This is an optimization exercise on Yosys and OpenROAD, whose aim is small area, a short achievable clock period and few clock cycles, not a production implementation.
Function was checked by simulation only, so behaviour that the tests miss may differ from the original.
Power and IR drop assume default switching activity.

--- flow/run.sh ---
#!/bin/bash
# synth_recipe.tcl (not shown) runs the flow's synth.tcl, then flattens the netlist and writes it again
# the make line also repeats each setting of config.mk as NAME=value (left out here)
make -C /OpenROAD-flow-scripts/flow DESIGN_CONFIG=/design/flow/config.mk WORK_HOME=/design/flow/orfs CLKGATE_MAP_FILE= SYNTH_SCRIPT=/design/flow/synth_recipe.tcl finish
--- flow/config.mk ---
export PLATFORM = sky130hd
export DESIGN_NAME = pdm_fe
export DESIGN_NICKNAME = pdm_fe
export VERILOG_FILES = /design/flow/design.v
export SDC_FILE = /design/flow/constraint.sdc
export NUM_CORES = 4
export LEC_CHECK = 0
export CAP_MARGIN = 20
export CORE_MARGIN = 2
export CORE_UTILIZATION = 22
export PLACE_DENSITY = 0.3
export SLEW_MARGIN = 20
--- flow/constraint.sdc ---
create_clock -name core_clock -period 45.0 [get_ports {clk}]
set_input_delay 9.0000 -clock core_clock [delete_from_list [all_inputs] [get_ports {clk}]]
set_output_delay 9.0000 -clock core_clock [all_outputs]
set_load 0.01 [all_outputs]
--- flow/design.v ---
module fp_mul_seq (
    input  wire        clk,
    input  wire        rst,
    input  wire        start,
    input  wire [31:0] a,
    input  wire [31:0] b,
    output reg         done,
    output reg  [31:0] y
);
    localparam M_IDLE = 2'd0, M_MUL = 2'd1, M_NORM = 2'd2, M_RND = 2'd3;
    wire [7:0] ea = a[30:23];
    wire [7:0] eb = b[30:23];
    wire a_nan  = (ea == 8'hFF) && (a[22:0] != 0);
    wire b_nan  = (eb == 8'hFF) && (b[22:0] != 0);
    wire a_inf  = (ea == 8'hFF) && (a[22:0] == 0);
    wire b_inf  = (eb == 8'hFF) && (b[22:0] == 0);
    wire a_zero = (ea == 8'h00) && (a[22:0] == 0);
    wire b_zero = (eb == 8'h00) && (b[22:0] == 0);
    wire sy0    = a[31] ^ b[31];
    reg  [1:0]  st;
    reg         sy;
    reg  [25:0] m1, m3;              
    reg  [23:0] mq;                  
    reg  [47:0] p;
    reg  [3:0]  cnt;
    reg  signed [10:0] e;            
    reg         stk;
    wire [25:0] addend = (mq[1:0] == 2'd0) ? 26'd0 :
                         (mq[1:0] == 2'd1) ? m1 :
                         (mq[1:0] == 2'd2) ? {m1[24:0], 1'b0} : m3;
    wire [26:0] psum = {3'd0, p[47:24]} + {1'b0, addend};
    wire        rup = p[23] & ((|p[22:0]) | stk | p[24]);
    wire [30:0] mag = {(p[47] ? e[7:0] : 8'd0), p[46:24]} + {30'd0, rup};
    always @(posedge clk) begin
        done <= 1'b0;
        if (rst) begin
            st <= M_IDLE;
        end else begin
            case (st)
            M_IDLE: if (start) begin
                sy <= sy0;
                if (a_nan || b_nan || (a_inf && b_zero) || (a_zero && b_inf)) begin
                    y <= 32'h7FC00000; done <= 1'b1;
                end else if (a_inf || b_inf) begin
                    y <= {sy0, 8'hFF, 23'd0}; done <= 1'b1;
                end else if (a_zero || b_zero || (ea == 0 && eb == 0)) begin
                    y <= {sy0, 31'd0}; done <= 1'b1;
                end else begin
                    m1  <= {2'b00, ea != 0, a[22:0]};
                    m3  <= {2'b00, ea != 0, a[22:0]} + {1'b0, ea != 0, a[22:0], 1'b0};
                    mq  <= {eb != 0, b[22:0]};
                    p   <= 48'd0;
                    cnt <= 4'd0;
                    e   <= $signed({3'd0, (ea == 0) ? 8'd1 : ea}) + $signed({3'd0, (eb == 0) ? 8'd1 : eb}) - 11'sd126;
                    stk <= 1'b0;
                    st  <= M_MUL;
                end
            end
            M_MUL: begin
                p   <= {psum[25:0], p[23:2]};
                mq  <= {2'b00, mq[23:2]};
                cnt <= cnt + 4'd1;
                if (cnt == 4'd11) st <= M_NORM;
            end
            M_NORM: begin
                if (e < -11'sd26) begin
                    p   <= 48'd0;
                    stk <= 1'b1;
                    e   <= 11'sd1;
                    st  <= M_RND;
                end else if (e < -11'sd2) begin
                    p   <= {4'd0, p[47:4]};
                    stk <= stk | (|p[3:0]);
                    e   <= e + 11'sd4;
                end else if (e < 11'sd1) begin
                    p   <= {1'b0, p[47:1]};
                    stk <= stk | p[0];
                    e   <= e + 11'sd1;
                end else if (!p[47] && p[46:44] == 3'd0 && e > 11'sd4) begin
                    p   <= {p[43:0], 4'd0};
                    e   <= e - 11'sd4;
                end else if (!p[47] && e > 11'sd1) begin
                    p   <= {p[46:0], 1'b0};
                    e   <= e - 11'sd1;
                end else begin
                    st  <= M_RND;
                end
            end
            M_RND: begin
                if (e >= 11'sd255 || mag[30:23] == 8'hFF)
                    y <= {sy, 8'hFF, 23'd0};
                else
                    y <= {sy, mag};
                done <= 1'b1;
                st   <= M_IDLE;
            end
            endcase
        end
    end
endmodule
module fp_add2 (
    input  wire        clk,
    input  wire        v,
    input  wire [31:0] a,
    input  wire [31:0] b,
    output reg  [31:0] y
);
    wire [7:0] ea = a[30:23];
    wire [7:0] eb = b[30:23];
    wire a_nan = (ea == 8'hFF) && (a[22:0] != 0);
    wire b_nan = (eb == 8'hFF) && (b[22:0] != 0);
    wire a_inf = (ea == 8'hFF) && (a[22:0] == 0);
    wire b_inf = (eb == 8'hFF) && (b[22:0] == 0);
    wire        swap = b[30:0] > a[30:0];
    wire [7:0]  xa   = (ea == 0) ? 8'd1 : ea;
    wire [7:0]  xb   = (eb == 0) ? 8'd1 : eb;
    wire [7:0]  dab  = xa - xb;
    wire [7:0]  dba  = xb - xa;
    wire [7:0]  d    = swap ? dba : dab;
    wire [23:0] ma   = {ea != 0, a[22:0]};
    wire [23:0] mb   = {eb != 0, b[22:0]};
    wire [23:0] mx   = swap ? mb : ma;
    wire [23:0] mz   = swap ? ma : mb;
    wire [7:0]  ex   = swap ? xb : xa;
    wire        sx   = swap ? b[31] : a[31];
    wire [4:0]  dc   = (d[7:5] != 0) ? 5'd31 : d[4:0];
    wire [53:0] zs   = {mz, 30'd0} >> dc;
    wire [26:0] mza  = {zs[53:28], zs[27] | (|zs[26:0])};
    reg        r_v, r_sub, r_sx, r_nan, r_inf, r_infs, r_zs;
    reg [7:0]  r_ex;
    reg [23:0] r_mx;
    reg [26:0] r_mza;
    always @(posedge clk) begin
        r_v    <= v;
        r_sub  <= a[31] ^ b[31];
        r_sx   <= sx;
        r_nan  <= a_nan || b_nan || (a_inf && b_inf && (a[31] != b[31]));
        r_inf  <= a_inf || b_inf;
        r_infs <= a_inf ? a[31] : b[31];
        r_zs   <= a[31] & b[31];
        r_ex   <= ex;
        r_mx   <= mx;
        r_mza  <= mza;
    end
    wire [26:0] mx27 = {r_mx, 3'b000};
    wire [27:0] s = r_sub ? ({1'b0, mx27} - {1'b0, r_mza}) : ({1'b0, mx27} + {1'b0, r_mza});
    reg [4:0] lz;
    integer   k;
    always @* begin
        lz = 5'd27;
        for (k = 0; k < 27; k = k + 1)
            if (s[k]) lz = 5'd26 - k[4:0];
    end
    reg [27:0] n;
    reg [8:0]  en;
    reg [4:0]  shl;
    reg [7:0]  ef;
    reg        rup;
    reg [30:0] mag;
    reg [31:0] res;
    always @* begin
        n   = s;
        en  = {1'b0, r_ex};
        shl = 5'd0;
        if (s[27]) begin
            n  = {1'b0, s[27:2], s[1] | s[0]};
            en = {1'b0, r_ex} + 9'd1;
        end else if (!s[26]) begin
            if ({3'd0, lz} < r_ex) shl = lz;
            else                   shl = r_ex[4:0] - 5'd1;
            n  = s << shl;
            en = {1'b0, r_ex} - {4'd0, shl};
        end
        ef  = n[26] ? en[7:0] : 8'd0;
        rup = n[2] & (n[1] | n[0] | n[3]);
        mag = {ef, n[25:3]} + {30'd0, rup};
        if (r_nan)
            res = 32'h7FC00000;
        else if (r_inf)
            res = {r_infs, 8'hFF, 23'd0};
        else if (s == 0)
            res = {r_zs, 31'd0};
        else if (en >= 9'd255 || mag[30:23] == 8'hFF)
            res = {r_sx, 8'hFF, 23'd0};
        else
            res = {r_sx, mag};
    end
    always @(posedge clk)
        if (r_v) y <= res;
endmodule
module fp_quant (
    input  wire [31:0] x,
    output reg  [15:0] q,
    output wire        nan
);
    wire [7:0]  e = x[30:23];
    assign nan = (e == 8'hFF) && (x[22:0] != 0);
    wire [23:0] m  = {1'b1, x[22:0]};
    wire [38:0] r  = {m, 15'd0} - {15'd0, m};           
    wire        hi = r[38];
    wire [23:0] sg = hi ? r[38:15] : r[37:14];
    wire        rb = hi ? r[14] : r[13];
    wire        st = hi ? (|r[13:0]) : (|r[12:0]);
    wire [24:0] sr = {1'b0, sg} + {24'd0, rb & (st | sg[0])};
    wire [7:0]  sh = (hi ? 8'd135 : 8'd136) - e;        
    wire [24:0] ip = sr >> sh[4:0];
    wire        big  = e[7];                             
    wire        tiny = (e < 8'd110);                     
    reg [16:0] mg;
    always @* begin
        if (big)                  mg = 17'h10000;
        else if (tiny)            mg = 17'd0;
        else if (ip[24:16] != 0)  mg = 17'h10000;
        else                      mg = {1'b0, ip[15:0]};
        if (!x[31])
            q = (mg > 17'd32767) ? 16'h7FFF : mg[15:0];
        else
            q = (mg > 17'd32768) ? 16'h8000 : (16'd0 - mg[15:0]);
    end
endmodule
module pdm_fe (
    input  wire         clk,
    input  wire         rst,
    input  wire         cmd_valid,
    output reg          cmd_ready,
    input  wire [39:0]  cmd,
    output reg          rsp_valid,
    output reg  [3:0]   rsp_status,
    output reg  [3:0]   rsp_count,
    output wire [255:0] rsp_data
);
    localparam MAXTAPS = 16;
    localparam NL = 4;                   
    localparam NV = 2 * NL;              
    localparam OP_CLR    = 8'h01, OP_SETLEN = 8'h02, OP_SETFAC = 8'h03,
               OP_LDC    = 8'h04, OP_INIT   = 8'h05, OP_APPLY  = 8'h10,
               OP_UNPK   = 8'h20, OP_DSYNC  = 8'h30, OP_DEC    = 8'h31,
               OP_QNT    = 8'h32, OP_CONV   = 8'h40, OP_RDS    = 8'h50,
               OP_RDC    = 8'h51, OP_RDD    = 8'h52;
    localparam ST_OK = 4'd0, ST_ILLEGAL = 4'd1, ST_STATE = 4'd2, ST_CONFIG = 4'd3,
               ST_RESOURCE = 4'd4, ST_ARG = 4'd5, ST_RANGE = 4'd6, ST_NAN = 4'd7;
    localparam F_POS1 = 32'h3F800000, F_NEG1 = 32'hBF800000;
    localparam SL_IDLE = 3'd0, SL_SAMP = 3'd1, SL_TAP = 3'd2, SL_MUL = 3'd3,
               SL_ISSUE = 3'd4, SL_WAIT = 3'd5, SL_Y = 3'd6, SL_COMMIT = 3'd7;
    integer j, s;
    reg  [39:0] ia, ib;
    reg         iav, ibv;
    wire        hv = iav | ibv;
    wire [39:0] hc = ibv ? ib : ia;
    wire        pop;
    reg iav_n, ibv_n;
    always @* begin
        iav_n = iav;
        ibv_n = ibv;
        if (ibv) begin
            if (pop) begin ibv_n = iav; iav_n = 1'b0; end
        end else if (iav) begin
            if (pop) iav_n = 1'b0;
            else begin ibv_n = 1'b1; iav_n = 1'b0; end
        end
        if (cmd_ready) iav_n = cmd_valid;
    end
    always @(posedge clk) begin
        if (cmd_ready) ia <= cmd;
        if (ibv ? pop : (iav && !pop)) ib <= ia;
        if (rst) begin
            iav       <= 1'b0;
            ibv       <= 1'b0;
            cmd_ready <= 1'b1;
        end else begin
            iav       <= iav_n;
            ibv       <= ibv_n;
            cmd_ready <= !(iav_n && ibv_n);
        end
    end
    reg         ready_st;
    reg  [31:0] len_r;
    reg  [31:0] fac_r;
    reg  [4:0]  cptr_r;
    reg  [31:0] phase_r;
    reg  [31:0] coef [0:MAXTAPS-1];
    reg  [31:0] pay  [0:MAXTAPS-1];
    reg  [15:0] gsg;
    reg  [15:0] sgn;
    reg  [4:0]  cnt_r;
    reg  [3:0]  wp_r;
    reg  [4:0]  len_act;                 
    reg         cfin;                    
    wire [7:0]  op = hc[39:32];
    wire [31:0] a  = hc[31:0];
    wire known = (op == OP_CLR)  || (op == OP_SETLEN) || (op == OP_SETFAC) ||
                 (op == OP_LDC)  || (op == OP_INIT)   || (op == OP_APPLY)  ||
                 (op == OP_UNPK) || (op == OP_DSYNC)  || (op == OP_DEC)    ||
                 (op == OP_QNT)  || (op == OP_CONV)   || (op == OP_RDS)    ||
                 (op == OP_RDC)  || (op == OP_RDD);
    wire kind_none = (op == OP_CLR) || (op == OP_INIT) || (op == OP_DSYNC);
    wire kind_u8   = (op == OP_UNPK) || (op == OP_CONV);
    wire illegal   = !known || (kind_none && a != 0) || (kind_u8 && a[31:8] != 0);
    wire need_uninit = (op == OP_SETLEN) || (op == OP_SETFAC) || (op == OP_LDC) || (op == OP_INIT);
    wire need_ready  = (op == OP_APPLY) || (op == OP_DSYNC) || (op == OP_DEC) ||
                       (op == OP_CONV) || (op == OP_RDD);
    wire bad_state   = (need_uninit && ready_st) || (need_ready && !ready_st);
    wire err_cmd     = illegal || bad_state;
    wire [31:0] kdist = fac_r - 32'd1 - phase_r;      
    reg  [7:0]  kmask;
    reg  [2:0]  jl;
    reg  [5:0]  pp;
    integer     m;
    always @* begin
        kmask = 8'd0;
        jl    = 3'd0;
        pp    = {3'd0, kdist[2:0]};
        if (kdist[31:3] == 0) begin
            if (fac_r[31:3] != 0) begin
                kmask[kdist[2:0]] = 1'b1;
                jl = kdist[2:0];
            end else begin
                for (m = 0; m < 8; m = m + 1) begin
                    if (pp < 6'd8) begin
                        kmask[pp[2:0]] = 1'b1;
                        jl = pp[2:0];
                    end
                    pp = pp + {3'd0, fac_r[2:0]};
                end
            end
        end
    end
    wire [31:0] ph_new = (kdist[31:3] != 0) ? phase_r + 32'd8 : {29'd0, 3'd7 - jl};
    reg  [3:0]  pc;                      
    reg  [15:0] psg [0:NV-1];
    reg  [4:0]  pnz [0:NV-1];
    reg  [1:0]  pte [0:NV-1];
    reg         ptl [0:NV-1];
    reg  [5:0]  pend_r;                  
    reg  [15:0] asg [0:NV-1];
    reg  [4:0]  anz [0:NV-1];
    reg         atv [0:NV-1];
    reg  [1:0]  ate [0:NV-1];
    reg         atl [0:NV-1];
    reg         ftv [0:NV-1];
    reg  [1:0]  fte [0:NV-1];
    reg         ftl [0:NV-1];
    reg         running;
    reg  [3:0]  t;
    reg         ph;
    reg  [31:0] creg;
    reg  [6:0]  debt;                    
    reg  [1:0]  pend_e;                  
    reg         conv_cont;
    reg  [7:0]  conv_rem;
    wire        jobs_if = (pc != 0) || (debt != 0);
    wire        busy    = jobs_if || (pend_e != 0);
    wire [4:0]  lm1        = len_act - 5'd1;
    wire        last_issue = running && ph && (t == lm1[3:0]);
    wire        debt_ok    = (debt == 0) || ({1'b0, debt} + 8'd4 <= {2'b00, len_act, 1'b0});
    wire        start_now  = (pc != 0) && debt_ok && (!running || last_issue);
    reg  [2:0]  sst;
    reg         s_apply;
    reg  [31:0] s_a;
    reg  [7:0]  s_mask;
    reg  [31:0] s_phn;
    reg  [2:0]  s_k;
    reg  [3:0]  s_i;
    reg  [3:0]  s_w;
    reg  [31:0] p_slow;
    reg         s_issue;
    reg         s_wc;
    wire        slow_act = (sst != SL_IDLE);
    reg  [3:0]  cidx;
    always @* begin
        if (slow_act)                   cidx = s_i;
        else if (running || start_now)  cidx = start_now ? 4'd0 : t + 4'd1;
        else                            cidx = a[3:0];
    end
    wire [31:0] cval = coef[cidx];
    reg  [3:0]  dpos;
    wire [3:0]  dphys = wp_r - 4'd1 - dpos;
    wire [31:0] dpay = pay[dphys];
    wire        dgen = gsg[dpos];
    wire        dzero = ({1'b0, dpos} >= cnt_r);
    wire [31:0] dval = dzero ? 32'd0 : dgen ? dpay : (sgn[dpos] ? F_NEG1 : F_POS1);
    wire        fast_ok   = cfin && (gsg == 16'd0);
    wire [7:0]  kuse      = conv_cont ? conv_rem : kmask;
    reg  [2:0]  kk;
    always @* begin
        kk = 3'd0;
        for (m = 7; m >= 0; m = m - 1)
            if (kuse[m]) kk = m[2:0];
    end
    wire [7:0]  krest     = kuse & ~(8'd1 << kk);
    wire [23:0] sseq      = {sgn, ~a[0], ~a[1], ~a[2], ~a[3], ~a[4], ~a[5], ~a[6], ~a[7]};
    wire [23:0] wshift    = sseq >> (3'd7 - kk);
    wire [15:0] job_sg    = wshift[15:0];
    wire [4:0]  job_nz    = cnt_r + {2'b00, kk} + 5'd1;
    wire [31:0] acc [0:NL-1];
    reg  [31:0] lb  [0:NL-1];
    genvar g;
    generate
        for (g = 0; g < NL; g = g + 1) begin : g_lane
            wire        sg0 = ph ? asg[NL + g][0] : asg[g][0];
            wire [4:0]  nz0 = ph ? anz[NL + g] : anz[g];
            wire        z0  = ({1'b0, t} >= nz0);
            wire [31:0] pf  = z0 ? {creg[31], 31'd0} : {creg[31] ^ sg0, creg[30:0]};
            wire [31:0] pb;
            wire        iss;
            wire        fst;
            if (g == 0) begin : g_l0
                assign pb  = slow_act ? p_slow : pf;
                assign iss = running | s_issue;
                assign fst = slow_act ? (s_i == 4'd0) : (t == 4'd0);
            end else begin : g_ln
                assign pb  = pf;
                assign iss = running;
                assign fst = (t == 4'd0);
            end
            fp_add2 u_add (
                .clk(clk), .v(iss),
                .a(fst ? 32'd0 : acc[g]), .b(pb), .y(acc[g])
            );
        end
    endgenerate
    reg         f1, f1ph, f2, f2ph;
    reg         chv [0:NV-1];
    reg  [31:0] chy [0:NV-1];
    reg  [1:0]  che [0:NV-1];
    reg         chl [0:NV-1];
    reg         qv;
    reg  [15:0] qq;
    reg  [1:0]  qe;
    reg         ql;
    reg  [2:0]  w;
    wire        q_act  = qv && (qe == 2'd0);
    wire        q_free = !qv || q_act;
    wire        ch_pop = chv[0] && !f2 && q_free;
    wire        dec_qnt = !slow_act && !busy && (op == OP_QNT);
    wire [31:0] qin = slow_act ? acc[0] : (dec_qnt ? a : chy[0]);
    wire [15:0] q_val;
    wire        q_nan;
    fp_quant u_qnt (.x(qin), .q(q_val), .nan(q_nan));
    reg  [31:0] w0;
    reg  [15:0] qk [1:7];
    reg         unpk;
    assign rsp_data[31:0] = w0;
    generate
        for (g = 1; g < 8; g = g + 1) begin : g_out
            assign rsp_data[32*g +: 32] = unpk ? {qk[g][15], 8'h7F, 23'd0}
                                               : {{16{qk[g][15]}}, qk[g]};
        end
    endgenerate
    reg         mul_start;
    reg  [31:0] mul_a;
    wire        mul_done;
    wire [31:0] mul_y;
    fp_mul_seq u_mul (
        .clk(clk), .rst(rst), .start(mul_start), .a(mul_a), .b(cval),
        .done(mul_done), .y(mul_y)
    );
    reg         sd_gen;
    reg         sd_zero;
    reg         sd_sgn;
    reg  [31:0] sd_val;
    always @* begin
        dpos    = a[3:0];
        sd_gen  = 1'b0;
        sd_zero = 1'b0;
        sd_sgn  = 1'b0;
        sd_val  = 32'd0;
        if (slow_act) begin
            if (s_apply) begin
                dpos = s_i - 4'd1;
                if (s_i == 4'd0) begin
                    sd_gen = 1'b1;
                    sd_val = s_a;
                end
            end else begin
                dpos = s_i - {1'b0, s_k} - 4'd1;
                if (s_i <= {1'b0, s_k})
                    sd_sgn = !s_a[s_k - s_i[2:0]];
            end
            if (!(s_apply ? (s_i == 4'd0) : (s_i <= {1'b0, s_k}))) begin
                sd_zero = dzero;
                sd_gen  = !dzero && dgen;
                sd_sgn  = sgn[dpos];
                sd_val  = dpay;
            end
        end
    end
    wire c_nan = (cval[30:23] == 8'hFF) && (cval[22:0] != 0);
    wire c_inf = (cval[30:23] == 8'hFF) && (cval[22:0] == 0);
    wire [31:0] sprod = sd_zero ? ((c_nan || c_inf) ? 32'h7FC00000 : {cval[31], 31'd0})
                                : (c_nan ? 32'h7FC00000 : {cval[31] ^ sd_sgn, cval[30:0]});
    reg         d_pop;
    reg         d_job;               
    reg         d_pend;              
    reg         d_conv_commit;
    reg         d_direct;            
    reg         d_slow;              
    assign pop = d_pop;
    always @* begin
        d_pop = 1'b0; d_job = 1'b0; d_pend = 1'b0; d_conv_commit = 1'b0;
        d_direct = 1'b0; d_slow = 1'b0;
        if (hv && !slow_act) begin
            if (!err_cmd && op == OP_CONV && fast_ok) begin
                if (kuse == 8'd0) begin
                    if (jobs_if) begin
                        if (pend_e != 2'd3) begin
                            d_pend = 1'b1; d_conv_commit = 1'b1; d_pop = 1'b1;
                        end
                    end else if (pend_e == 2'd0) begin
                        d_direct = 1'b1; d_conv_commit = 1'b1; d_pop = 1'b1;
                    end
                end else if (jobs_if || pend_e == 2'd0) begin
                    if (start_now || pc != NV) begin
                        d_job = 1'b1;
                        if (krest == 8'd0) begin
                            d_conv_commit = 1'b1; d_pop = 1'b1;
                        end
                    end
                end
            end else if (!busy) begin
                d_pop = 1'b1;
                if (!err_cmd && (op == OP_APPLY || op == OP_CONV))
                    d_slow = 1'b1;
                else
                    d_direct = 1'b1;
            end
        end
    end
    reg fin_all;
    always @* begin
        fin_all = 1'b1;
        for (m = 0; m < MAXTAPS; m = m + 1)
            if (m < len_r[4:0] && coef[m][30:23] == 8'hFF) fin_all = 1'b0;
    end
    wire        conv_commit = d_conv_commit || (sst == SL_COMMIT);
    wire [31:0] cc_a  = slow_act ? s_a : a;
    wire [31:0] cc_ph = slow_act ? s_phn : ph_new;
    reg  [3:0]  wslot;
    always @* wslot = start_now ? 4'd0 : pc;
    always @(posedge clk) begin
        rsp_valid <= 1'b0;
        mul_start <= 1'b0;
        s_issue   <= 1'b0;
        if (d_job) begin
            for (s = 0; s < NV; s = s + 1)
                if (wslot == s) begin
                    psg[s] <= job_sg;
                    pnz[s] <= job_nz;
                    pte[s] <= conv_cont ? 2'd0 : pend_e;
                    ptl[s] <= (krest == 8'd0);
                end
        end
        if (start_now) begin
            for (s = 0; s < NV; s = s + 1) begin
                asg[s] <= psg[s];
                anz[s] <= pnz[s];
                atv[s] <= (s < pc);
                ate[s] <= pte[s];
                atl[s] <= ptl[s];
            end
        end else if (running) begin
            for (s = 0; s < NV; s = s + 1)
                if ((s >= NL) == ph) asg[s] <= {1'b0, asg[s][15:1]};
        end
        if (last_issue) begin
            for (s = 0; s < NV; s = s + 1) begin
                ftv[s] <= atv[s];
                fte[s] <= ate[s];
                ftl[s] <= atl[s];
            end
        end
        if (start_now || (running && ph)) creg <= cval;
        if (f2) begin
            for (j = 0; j < NL; j = j + 1) begin
                chy[f2ph ? NL + j : j] <= acc[j];
                che[f2ph ? NL + j : j] <= fte[f2ph ? NL + j : j];
                chl[f2ph ? NL + j : j] <= ftl[f2ph ? NL + j : j];
            end
        end else if (ch_pop) begin
            for (s = 0; s < NV - 1; s = s + 1) begin
                chy[s] <= chy[s + 1];
                che[s] <= che[s + 1];
                chl[s] <= chl[s + 1];
            end
        end
        if (ch_pop) begin
            qq <= q_val;
            qe <= che[0];
            ql <= chl[0];
        end else if (qv && qe != 2'd0) begin
            qe <= qe - 2'd1;
        end
        if (rst) begin
            ready_st  <= 1'b0;
            len_r     <= 32'd0;
            fac_r     <= 32'd0;
            cptr_r    <= 5'd0;
            phase_r   <= 32'd0;
            pc        <= 4'd0;
            pend_r    <= 6'd0;
            running   <= 1'b0;
            debt      <= 7'd0;
            pend_e    <= 2'd0;
            conv_cont <= 1'b0;
            f1        <= 1'b0;
            f2        <= 1'b0;
            qv        <= 1'b0;
            w         <= 3'd0;
            sst       <= SL_IDLE;
            for (s = 0; s < NV; s = s + 1) chv[s] <= 1'b0;
        end else begin
            if (start_now) begin
                running <= 1'b1;
                t       <= 4'd0;
                ph      <= 1'b0;
            end else if (last_issue) begin
                running <= 1'b0;
            end else if (running) begin
                ph <= ~ph;
                if (ph) t <= t + 4'd1;
            end
            f1   <= running && (t == lm1[3:0]);
            f1ph <= ph;
            f2   <= f1;
            f2ph <= f1ph;
            if (start_now) begin
                pc     <= d_job ? 4'd1 : 4'd0;
                pend_r <= d_job ? 6'd1 + {4'd0, (conv_cont ? 2'd0 : pend_e)} : 6'd0;
            end else if (d_job) begin
                pc     <= pc + 4'd1;
                pend_r <= pend_r + 6'd1 + {4'd0, (conv_cont ? 2'd0 : pend_e)};
            end
            if (f2) begin
                for (j = 0; j < NL; j = j + 1)
                    chv[f2ph ? NL + j : j] <= ftv[f2ph ? NL + j : j];
            end else if (ch_pop) begin
                for (s = 0; s < NV - 1; s = s + 1) chv[s] <= chv[s + 1];
                chv[NV - 1] <= 1'b0;
            end
            if (ch_pop)     qv <= 1'b1;
            else if (q_act) qv <= 1'b0;
            debt <= debt + (start_now ? {1'b0, pend_r} : 7'd0) - ((qv || 1'b0) ? 7'd1 : 7'd0);
            if (qv) begin
                if (qe != 2'd0) begin
                    rsp_valid  <= 1'b1;
                    rsp_status <= ST_OK;
                    rsp_count  <= 4'd0;
                end else begin
                    if (w == 3'd0) w0 <= {{16{qq[15]}}, qq};
                    else           qk[w] <= qq;
                    unpk <= 1'b0;
                    if (ql) begin
                        rsp_valid  <= 1'b1;
                        rsp_status <= ST_OK;
                        rsp_count  <= {1'b0, w} + 4'd1;
                        w          <= 3'd0;
                    end else begin
                        w <= w + 3'd1;
                    end
                end
            end else if (!jobs_if && pend_e != 2'd0) begin
                rsp_valid  <= 1'b1;
                rsp_status <= ST_OK;
                rsp_count  <= 4'd0;
            end
            if (d_pend)
                pend_e <= pend_e + 2'd1;
            else if (d_job)
                pend_e <= 2'd0;
            else if (!qv && !jobs_if && pend_e != 2'd0)
                pend_e <= pend_e - 2'd1;
            if (d_job) begin
                conv_cont <= (krest != 8'd0);
                conv_rem  <= krest;
            end
            if (conv_commit) begin
                for (s = 0; s < MAXTAPS; s = s + 1) begin
                    if (s < 8) begin
                        gsg[s] <= 1'b0;
                        sgn[s] <= !cc_a[7 - s];
                    end else begin
                        gsg[s] <= gsg[s - 8];
                        sgn[s] <= sgn[s - 8];
                    end
                end
                cnt_r   <= (cnt_r >= 5'd8) ? 5'd16 : cnt_r + 5'd8;
                wp_r    <= wp_r + 4'd8;
                phase_r <= cc_ph;
            end
            if (d_direct) begin
                rsp_valid  <= 1'b1;
                rsp_status <= ST_OK;
                rsp_count  <= 4'd0;
                if (illegal) begin
                    rsp_status <= ST_ILLEGAL;
                end else if (bad_state) begin
                    rsp_status <= ST_STATE;
                end else begin
                    case (op)
                    OP_CLR: begin
                        ready_st <= 1'b0;
                        len_r    <= 32'd0;
                        fac_r    <= 32'd0;
                        cptr_r   <= 5'd0;
                        phase_r  <= 32'd0;
                    end
                    OP_SETLEN: begin
                        len_r  <= a;
                        cptr_r <= 5'd0;
                    end
                    OP_SETFAC: begin
                        fac_r <= a;
                    end
                    OP_LDC: begin
                        if (cptr_r >= MAXTAPS) begin
                            rsp_status <= ST_RESOURCE;
                        end else begin
                            coef[cptr_r[3:0]] <= a;
                            cptr_r <= cptr_r + 5'd1;
                        end
                    end
                    OP_INIT: begin
                        if ($signed(len_r) < 1 || $signed(fac_r) < 1)
                            rsp_status <= ST_CONFIG;
                        else if ($signed(len_r) > MAXTAPS)
                            rsp_status <= ST_RESOURCE;
                        else if (len_r != {27'd0, cptr_r})
                            rsp_status <= ST_ARG;
                        else begin
                            gsg      <= 16'd0;
                            cnt_r    <= 5'd0;
                            wp_r     <= 4'd0;
                            phase_r  <= 32'd0;
                            ready_st <= 1'b1;
                            len_act  <= len_r[4:0];
                            cfin     <= fin_all;
                        end
                    end
                    OP_UNPK: begin
                        rsp_count <= 4'd8;
                        w0        <= a[0] ? F_POS1 : F_NEG1;
                        for (j = 1; j < 8; j = j + 1)
                            qk[j] <= {!a[j], 15'd0};
                        unpk      <= 1'b1;
                    end
                    OP_DSYNC: begin
                        phase_r <= 32'd0;
                    end
                    OP_DEC: begin
                        if (phase_r == fac_r - 32'd1) begin
                            phase_r   <= 32'd0;
                            rsp_count <= 4'd1;
                            w0        <= a;
                        end else begin
                            phase_r <= phase_r + 32'd1;
                        end
                    end
                    OP_QNT: begin
                        if (q_nan) begin
                            rsp_status <= ST_NAN;
                        end else begin
                            rsp_count <= 4'd1;
                            w0        <= {{16{q_val[15]}}, q_val};
                        end
                    end
                    OP_CONV: begin
                    end
                    OP_RDS: begin
                        rsp_count <= 4'd1;
                        case (a)
                        32'd0: w0 <= {31'd0, ready_st};
                        32'd1: w0 <= len_r;
                        32'd2: w0 <= fac_r;
                        32'd3: w0 <= {27'd0, cptr_r};
                        32'd4: w0 <= phase_r;
                        32'd5: w0 <= MAXTAPS;
                        default: begin
                            rsp_status <= ST_RANGE;
                            rsp_count  <= 4'd0;
                        end
                        endcase
                    end
                    OP_RDC: begin
                        if (a >= {27'd0, cptr_r}) begin
                            rsp_status <= ST_RANGE;
                        end else begin
                            rsp_count <= 4'd1;
                            w0        <= cval;
                        end
                    end
                    OP_RDD: begin
                        if (a >= len_r) begin
                            rsp_status <= ST_RANGE;
                        end else begin
                            rsp_count <= 4'd1;
                            w0        <= dval;
                        end
                    end
                    default: ;
                    endcase
                end
            end
            case (sst)
            SL_IDLE: begin
                if (d_slow) begin
                    s_apply <= (op == OP_APPLY);
                    s_a     <= a;
                    s_mask  <= (op == OP_APPLY) ? 8'd1 : kmask;
                    s_phn   <= ph_new;
                    s_w     <= 4'd0;
                    sst     <= SL_SAMP;
                end
            end
            SL_SAMP: begin
                if (s_mask == 8'd0) begin
                    sst <= SL_COMMIT;
                end else begin
                    for (m = 7; m >= 0; m = m - 1)
                        if (s_mask[m]) s_k <= m[2:0];
                    s_i <= 4'd0;
                    sst <= SL_TAP;
                end
            end
            SL_TAP: begin
                if (sd_gen) begin
                    mul_a     <= sd_val;
                    mul_start <= 1'b1;
                    sst       <= SL_MUL;
                end else begin
                    p_slow <= sprod;
                    sst    <= SL_ISSUE;
                end
            end
            SL_MUL: begin
                if (mul_done) begin
                    p_slow <= mul_y;
                    sst    <= SL_ISSUE;
                end
            end
            SL_ISSUE: begin
                s_issue <= 1'b1;
                s_wc    <= 1'b0;
                sst     <= SL_WAIT;
            end
            SL_WAIT: begin
                s_wc <= 1'b1;
                if (s_wc) begin
                    if ({1'b0, s_i} == lm1) begin
                        sst <= SL_Y;
                    end else begin
                        s_i <= s_i + 4'd1;
                        sst <= SL_TAP;
                    end
                end
            end
            SL_Y: begin
                if (s_apply) begin
                    rsp_valid  <= 1'b1;
                    rsp_status <= ST_OK;
                    rsp_count  <= 4'd1;
                    w0         <= acc[0];
                    pay[wp_r]  <= s_a;
                    wp_r       <= wp_r + 4'd1;
                    gsg        <= {gsg[14:0], 1'b1};
                    sgn        <= {sgn[14:0], 1'b0};
                    cnt_r      <= (cnt_r == 5'd16) ? 5'd16 : cnt_r + 5'd1;
                    sst        <= SL_IDLE;
                end else if (q_nan) begin
                    rsp_valid  <= 1'b1;
                    rsp_status <= ST_NAN;
                    rsp_count  <= 4'd0;
                    sst        <= SL_IDLE;
                end else begin
                    if (s_w == 4'd0) w0 <= {{16{q_val[15]}}, q_val};
                    else             qk[s_w[2:0]] <= q_val;
                    unpk   <= 1'b0;
                    s_w    <= s_w + 4'd1;
                    s_mask <= s_mask & ~(8'd1 << s_k);
                    sst    <= SL_SAMP;
                end
            end
            SL_COMMIT: begin
                rsp_valid  <= 1'b1;
                rsp_status <= ST_OK;
                rsp_count  <= s_w;
                sst        <= SL_IDLE;
            end
            default: sst <= SL_IDLE;
            endcase
        end
    end
endmodule
==> flow_metrics.tcl <==
set metrics [dict create \
    setup_tns_ns 0 \
    die_h_um 910 \
    synthCells 17800 \
    drt_first_iter_violations 15500 \
    relSlewSlack 0.139 \
    grt_pass1_vias 146000 \
    final_common_cell "edfxtp_1" \
    cts_buffers 369 \
    post-route-min-period_ns 13.05 \
    die_w_um 910 \
    synth_nets 18600 \
    fin_crit_sh 0.290 \
    synth_edf_count 2529 \
    crit_slowest_cell "a211oi_2" \
    cts_root_buffer "clkbuf_16" \
    vias 149000 \
    via_per_inst 5.12 \
    grt_max_degree 166 \
    setup_viol 0 \
    hpwl_um 679000 \
    fmax_mhz 76.6 \
    routabilityCongestion 0.910 \
    coreArea_um2 818000 \
    grt_antenna_before_repair 152 \
    start_util 0.221 \
    cts-resized-gates 0 \
    synth-compound-area-share 0.168 \
    fin_ws_ns 31.95 \
    cp_max_fo 40 \
    grt.overflow.total 0 \
    status "no timing/DRC/antenna violations" \
    rsz0062_at_grt "no" \
    routed_wl_um 910000 \
    synthFlopType "edfxtp_1" \
    route.detailed.wl_per_inst_um 31.2 \
    ys_warn_count 28 \
    arrival_ns 13.71 \
    grt_usage 0.211 \
    ir_drop_mv 0.0320 \
    synth_adder_area_share 0.0526 \
    dieArea_um2 828000 \
    ant_nets 0 \
    maxCapViolCount 0 \
    postCtsSetupBuffers 0 \
    synth_cell_types 153 \
    path_clk_slew_ns 0.06 \
    final_cell_mix "2529 x edfxtp_1, 2218 x nand2_1, 1268 x nor2_1" \
    syn_area_per_cell_um2 10.1 \
    drive_gt1_frac 0.113 \
    synth_seq_cells 2932 \
    worstSetupStartpointType "register" \
    synth-simple-area-share 0.163 \
    synth_area_um2 181000 \
    hold_path.class "register to register" \
    hold_violations 0 \
    cp_common_cell "ha_1" \
    worstPathRequired_ns 45.66 \
    grt_pass1_wl_um 1250000 \
    clock_latency_ns 1.04 \
    slew_viol_final 0 \
    final_nets 18700 \
    areaGrowthSynthToFinish_pct 16.2 \
    hold-worst-slack_ns 0.411 \
    yosysSeqAreaShare 0.465 \
    synth_top_family_by_area "compound AO/OA/AOI/OAI gates" \
    p_leak_nw 73.7 \
    endpoint_kind "register" \
    drtPass1Iterations 10 \
    clock_sinks 2932 \
    h-tree-depth 5 \
    drc 0 \
    place_worst_setup_slack_ns 31.96 \
    synth_xor_area_frac 0.0280 \
    clock_path_buffers 4 \
    rows 332 \
    max_slew.worst_pin.slew_ns 1.29 \
    async_reset_ff_frac 0 \
    io_pins 309 \
    hold_buffers 0 \
    crit_type "register to register" \
    max_stage_delay_ns 0.84 \
    synthMuxAreaShare 0.0795 \
    skew_ns 0.0788 \
    p_per_area_nw_per_um2 34.4 \
    io_buffers 308 \
    cts_tree "yes" \
]
-- power breakdown --
part / leakage [nW] / internal, mW / switching (mW)
logic: 41.6 / 0.346 / 0.760
registers: 26.3 / 3.03 / 0.0671
clock network: 5.79 / 1.70 / 1.31
-- metal layers --
layer  GRT usage  up-vias  wire [um]
li1            -    67300          -
met1       0.304    76200     427000
met2       0.332     4844     405000
met3      0.0291      921      50600
met4      0.0566       14      28100
met5           0        -         87
-- synth_stat cells, types with 184 or more instances --
cell      count  share of area
nor2b_1     278         0.0096
mux2i_1     508          0.028
xnor2_1     388          0.019
o21ai_0     915          0.025
dfxtp_1     403          0.045
a21oi_1     860          0.024
and2_1      191         0.0066
xor2_1      184         0.0089
nand3_1     612          0.017
nor2_1     1297          0.027
a31oi_1     214         0.0074
inv_1       744          0.015
mux4_2      326          0.041
edfxtp_1   2529           0.42
a21o_1      222         0.0092
nand2_1    2222          0.046
ha_1        704          0.049
clkbuf_1    809          0.017
o22ai_1     226         0.0078
a211oi_1    207         0.0086
a22oi_1     190         0.0079
nand4_1     212         0.0073
nor3_1      460          0.013
-- cell families (layout without fill, tap and decap cells) --
| family | count (synthesis) | after routing |
|---|---|---|
| flip-flops | 2932 | 2932 |
| adder cells (fa/ha/maj) | 739 | 739 |
| AO/OA/AOI/OAI | 4474 | 4474 |
| multiplexers | 1005 | 1005 |
| AND/OR/NAND/NOR | 6188 | 6188 |
| buffers and inverters | 1921 | 2316 |
| XOR/XNOR | 575 | 575 |
| other | 1 | 75 |
-- metrics by stage --
step | total power [mW] | cells | instance area (um2) | utilization
2_1_floorplan | 3.69 | 17800 | 181000 | -
3_3_place_gp | 4.26 | 28400 | 198000 | 0.242
3_5_place_dp | 4.26 | 28400 | 198000 | 0.242
4_1_cts | 7.32 | 29100 | 210000 | 0.256
5_1_grt | 7.46 | 29100 | 210000 | 0.257
6_report | 7.21 | 29200 | 210000 | 0.257
-- registers in the layout, summed over array words and instances (netlist names), 40 cells and up --
signal              flops
u_mul.p                48
chy                   256
ia                     40
ib                     40
pnz                    40
g_lane.u_add.y        128
qk                    112
coef                  512
g_lane.u_add.r_mx      96
psg                   128
anz                    40
g_lane.u_add.r_mza    108
pay                   512
asg                   128
-- critical path, delay by kind of cell (launching register included) --
| family | cells | cell delay, ns |
|---|---|---|
| xor gates and xnor gates | 8 | 3.07 |
| muxes | 1 | 0.20 |
| adders and majority gates | 9 | 3.16 |
| and+or+nand+nor | 9 | 1.78 |
| DFF | 1 | 0.30 |
| buffers and inverters | 9 | 2.10 |
| AOI/OAI and AO/OA | 6 | 2.02 |
-- path summary, 6_finish.rpt --
check	cells after the start	slack, ns	to	startpoint
hold reg to reg	0	0.41	fte[7][1]$_DFFE_PP_	ate[7][1]$_DFFE_PP_
setup reg to reg	42	31.95	ib[17]$_DFFE_PP_	fac_r[1]$_SDFFE_PP0P_
setup / recovery	42	31.95	ib[17]$_DFFE_PP_	fac_r[1]$_SDFFE_PP0P_
hold / removal	0	0.41	fte[7][1]$_DFFE_PP_	ate[7][1]$_DFFE_PP_
-- layout make-up --
class / count / area, um2
clock inverter: 210 / 2050
multi-input combinational: 13000 / 89800
inverter: 781 / 2960
antenna: 74 / 185
clock buffer: 469 / 9850
sequential: 2932 / 84000
tap: 10900 / 13600
fill: 87000 / 608000
timing repair buffer: 856 / 7370
Testbench counts, summed over its fixed seeds: cycles 6,704.

[what the ideal ports hide]
No port has a modelled driver above. Below, the same layout with a new extraction and two added sets of constraints. Step 1: set_driving_cell puts a clkbuf_16 on clk and a buf_2 on each other input, an assumption about the parent block. Step 2, shift: input delay + t, output delay - t, t = (earliest + latest rising clock arrival at the registers) / 2. This alone moves slack from input paths to output paths. Three values: ideal, step 1, step 2; two values: the first two.
t, ns: 1.159
setup WS [ns]: 31.952 / 31.952 / 31.952
worst data-port slew with drivers (ns): 0.28
cell pins on the clock port's net: 1
After both steps this run still meets setup and hold. The setup slack of this run moves by 0.000 ns with the drivers and by 0.000 ns with both steps.
